Source: an optimization exercise on an open RTL-to-GDS flow (aim: small area, a short achievable clock period and few clock cycles per item). Production flows keep margins and buffers that such runs may drop.
Where RTL was checked, it was by simulation tests only, not by an equivalence proof against the original.

## main
==> module smlb_compositor, before the edit <==
module smlb_compositor #(
    parameter H = 64                       
) (
    input  wire        clk,
    input  wire        rst,                
    input  wire        in_valid,
    output wire        in_ready,
    input  wire [47:0] in_src,
    input  wire [47:0] in_row,
    input  wire        in_last,
    input  wire [15:0] in_hwy,
    input  wire [2:0]  in_shift,
    input  wire [7:0]  in_bright,
    input  wire        in_ck_en,
    input  wire [47:0] in_ck_key,
    input  wire [15:0] in_ck_first,
    input  wire [15:0] in_ck_last,
    output reg         out_valid,
    input  wire        out_ready,
    output reg  [47:0] out_row,
    output reg         out_last,
    output reg  [1:0]  out_status
);
    localparam [1:0] ST_OK = 2'd0, ST_SATURATED = 2'd1, ST_RANGE = 2'd2;
    reg  k_valid;
    reg  in_ready_q;
    wire adv = !k_valid;
    assign in_ready = in_ready_q;
    wire       in_range = (in_shift > 3'd4) || (in_hwy >= H);
    wire [5:0] hwy_lo   = in_hwy[5:0];
    wire       below    = (in_ck_first[15:6] != 10'd0) || (hwy_lo < in_ck_first[5:0]);
    wire       above    = (in_ck_last[15:6] == 10'd0) && (hwy_lo > in_ck_last[5:0]);
    wire       in_keyed = in_src == in_ck_key;
    wire       in_skip  = in_range || (in_bright == 8'd0) ||
                          (in_ck_en && (below || above || in_keyed));
    function [16:0] correct_raw;           
        input [15:0] v;
        input [2:0]  s;
        reg   [15:0] t;
        reg          c;
        begin
            if (s[2]) begin
                t = {v[11:0], 4'd0};
                c = v[15:12] != 4'd0;
            end else begin
                case (s[1:0])
                    2'd0: begin t = v;                c = 1'b0;              end
                    2'd1: begin t = {v[14:0], 1'd0};  c = v[15];             end
                    2'd2: begin t = {v[13:0], 2'd0};  c = v[15:14] != 2'd0;  end
                    default: begin t = {v[12:0], 3'd0}; c = v[15:13] != 3'd0; end
                endcase
            end
            correct_raw = {c, t};
        end
    endfunction
    wire [16:0] in_cr = correct_raw(in_src[47:32], in_shift);
    wire [16:0] in_cg = correct_raw(in_src[31:16], in_shift);
    wire [16:0] in_cb = correct_raw(in_src[15:0],  in_shift);
    reg        s1_valid;
    reg [47:0] s1_u, s1_row;               
    reg [2:0]  s1_clamp;                   
    reg [7:0]  s1_br;                      
    reg        s1_skip, s1_range, s1_last;
    always @(posedge clk) begin
        if (rst)
            s1_valid <= 1'b0;
        else if (adv)
            s1_valid <= in_valid;
    end
    always @(posedge clk) begin
        if (adv) begin
            s1_u      <= {in_cr[15:0], in_cg[15:0], in_cb[15:0]};
            s1_clamp  <= {in_cr[16], in_cg[16], in_cb[16]};
            s1_row    <= in_row;
            s1_br     <= in_skip ? 8'd0 : in_bright;
            s1_skip   <= in_skip;
            s1_range  <= in_range;
            s1_last   <= in_last;
        end
    end
    wire [7:0]  br_eff = s1_br;
    wire [47:0] s1_t = s1_u | {{16{s1_clamp[2]}}, {16{s1_clamp[1]}}, {16{s1_clamp[0]}}};
    wire [23:0] nr, ng, nb;
    smlb_numer u_nr (.o(s1_row[47:32]), .t(s1_t[47:32]), .br(br_eff), .n(nr));
    smlb_numer u_ng (.o(s1_row[31:16]), .t(s1_t[31:16]), .br(br_eff), .n(ng));
    smlb_numer u_nb (.o(s1_row[15:0]),  .t(s1_t[15:0]),  .br(br_eff), .n(nb));
    wire pix_sat = !s1_skip && (s1_clamp != 3'd0);
    reg row_sat;
    wire [1:0] status = s1_range             ? ST_RANGE :
                        (row_sat || pix_sat) ? ST_SATURATED : ST_OK;
    reg        s2_valid;
    reg [23:0] s2_nr, s2_ng, s2_nb;
    reg [1:0]  s2_status;
    reg        s2_last;
    always @(posedge clk) begin
        if (rst) begin
            s2_valid <= 1'b0;
            row_sat  <= 1'b0;
        end else if (adv) begin
            s2_valid <= s1_valid;
            if (s1_valid)
                row_sat <= s1_last ? 1'b0 : (row_sat || pix_sat);
        end
    end
    always @(posedge clk) begin
        if (adv) begin
            s2_nr     <= nr;
            s2_ng     <= ng;
            s2_nb     <= nb;
            s2_status <= s1_last ? status : ST_OK;
            s2_last   <= s1_last;
        end
    end
    wire [15:0] qr, qg, qb;
    smlb_div255 u_qr (.n(s2_nr), .q(qr));
    smlb_div255 u_qg (.n(s2_ng), .q(qg));
    smlb_div255 u_qb (.n(s2_nb), .q(qb));
    wire [50:0] res = {qr, qg, qb, s2_last, s2_status};
    reg  [50:0] k_data;
    wire        o_free = !out_valid || out_ready;
    always @(posedge clk) begin
        if (rst) begin
            out_valid <= 1'b0;
            k_valid   <= 1'b0;
        end else if (o_free) begin
            out_valid <= k_valid || s2_valid;
            k_valid   <= 1'b0;
        end else if (!k_valid) begin
            k_valid   <= s2_valid;
        end
    end
    always @(posedge clk) begin
        if (rst)
            in_ready_q <= 1'b1;
        else
            in_ready_q <= o_free || (!k_valid && !s2_valid);
    end
    always @(posedge clk) begin
        if (!k_valid)
            k_data <= res;
        if (o_free)
            {out_row, out_last, out_status} <= k_valid ? k_data : res;
    end
endmodule
==> flow/config.mk <==
export PLATFORM = sky130hd
export DESIGN_NAME = smlb_compositor
export DESIGN_NICKNAME = smlb_compositor
export VERILOG_FILES = /design/flow/design.v
export SDC_FILE = /design/flow/constraint.sdc
export NUM_CORES = 4
export LEC_CHECK = 0
export CAP_MARGIN = 20
export CORE_MARGIN = 2
export CORE_UTILIZATION = 55
export CTS_BUF_LIST = sky130_fd_sc_hd__clkbuf_8
export CTS_CLUSTER_DIAMETER = 50
export CTS_CLUSTER_SIZE = 15
export PLACE_DENSITY = 0.7
export SLEW_MARGIN = 20
==> flow/constraint.sdc <==
create_clock -name core_clock -period 24.0 [get_ports {clk}]
set_input_delay 4.8000 -clock core_clock [delete_from_list [all_inputs] [get_ports {clk}]]
set_output_delay 4.8000 -clock core_clock [all_outputs]
set_load 0.01 [all_outputs]
standard.sh (not shown) runs the stock make flow with config.mk's settings and CLKGATE_MAP_FILE= SYNTH_SCRIPT=/design/flow/synth_recipe.tcl, a recipe that flattens the netlist after the stock synthesis.
==> flow/flow/run.sh <==
#!/bin/bash
# The standard layout, with two changes: the ports get buf_1 buffers instead
# of the delay buffers buffer_ports picks by default, and the timing repair
# is asked to leave a setup margin, so that it works on the paths that set
# the achieved period. Each tool's log is in orfs/logs; make's output is in
# standard.log.
set -e
bash standard.sh SETUP_SLACK_MARGIN=18.0 "BUFFER_PORTS_ARGS=-buffer_cell sky130_fd_sc_hd__buf_1" finish > standard.log 2>&1
Edits applied to the flow inputs when going from main to the feature branch:
-- flow/design.v --
<<< main, line 60
    reg [47:0] s1_u, s1_row;               
    reg [2:0]  s1_clamp;                   
    reg [7:0]  s1_br;                      
    reg        s1_skip, s1_range, s1_last;
    always @(posedge clk) begin
>>> the feature branch, line 60
    reg [47:0] s1_u, s1_row;               
    reg [2:0]  s1_clamp;                   
    reg [7:0]  s1_bright;
    reg        s1_skip, s1_range, s1_last;
    always @(posedge clk) begin
<<< main, line 73
            s1_clamp  <= {in_cr[16], in_cg[16], in_cb[16]};
            s1_row    <= in_row;
            s1_br     <= in_skip ? 8'd0 : in_bright;
            s1_skip   <= in_skip;
            s1_range  <= in_range;
>>> the feature branch, line 73
            s1_clamp  <= {in_cr[16], in_cg[16], in_cb[16]};
            s1_row    <= in_row;
            s1_bright <= in_bright;
            s1_skip   <= in_skip;
            s1_range  <= in_range;
<<< main, line 79
        end
    end
    wire [7:0]  br_eff = s1_br;
    wire [47:0] s1_t = s1_u | {{16{s1_clamp[2]}}, {16{s1_clamp[1]}}, {16{s1_clamp[0]}}};
    wire [23:0] nr, ng, nb;
>>> the feature branch, line 79
        end
    end
    wire [7:0]  br_eff = s1_skip ? 8'd0 : s1_bright;
    wire [47:0] s1_t = s1_u | {{16{s1_clamp[2]}}, {16{s1_clamp[1]}}, {16{s1_clamp[0]}}};
    wire [23:0] nr, ng, nb;
Notes after the runs:
The feature branch reached the final stage; the timing, DRC and antenna checks on its layout passed. Any difference in core utilization between the feature branch and main is small enough to ignore. On proportion of synthesized chip area in sequential cells: between the feature branch and main, it ends up lower for the feature branch. On sequential cell count, the feature branch and main are neck and neck. Delta (the feature branch minus main): setup clock skew after layout shrank by 0.022 ns, final-stage net count grew by about 1.2%, initial antenna violation count grew by 2, count of TritonRoute iterations in the first routing pass shrank by 1. The feature branch vs main, area growth from synthesis to layout went down by 0.42 points. Of the feature branch and main, it is the feature branch that has the higher number of antenna cells inserted. Changes observed in the feature branch relative to main: maximum number of pins on one net before global-route repair higher; average size of a mapped cell comparable.
Testbench counts of the feature branch, summed over its fixed seeds: cycles 12,312, items 12,288.
No functional check of the RTL was part of main.

afterwards: timing with drivers on the ports:
No port has a modelled driver above. Below, the same layouts with a new extraction and two added sets of constraints.
Step 1 sets driving cells, clkbuf_16 on the clock port and buf_2 on the other inputs (assumed; they add their load-dependent delay and slew).
Step 2 also shifts input and output timing later by t, the mid clock arrival at the registers, as if the neighbouring blocks saw the same clock.
Three values: no drivers, after step 1, after step 2; two values: the first two.
run	shift t [ns]	setup slack, ns	hold WS [ns]	cell pins on the clock port's net
main	0.656	17.956 / 17.960 / 17.320	0.464 / 0.464 / 0.464	1
the feature branch	0.665	18.031 / 17.976 / 17.464	0.465 / 0.465 / 0.465	1
After both steps setup and hold are still met in every run listed. The setup slack of main, which loses most, moves by +0.004 ns with the drivers and by -0.636 ns with both steps.
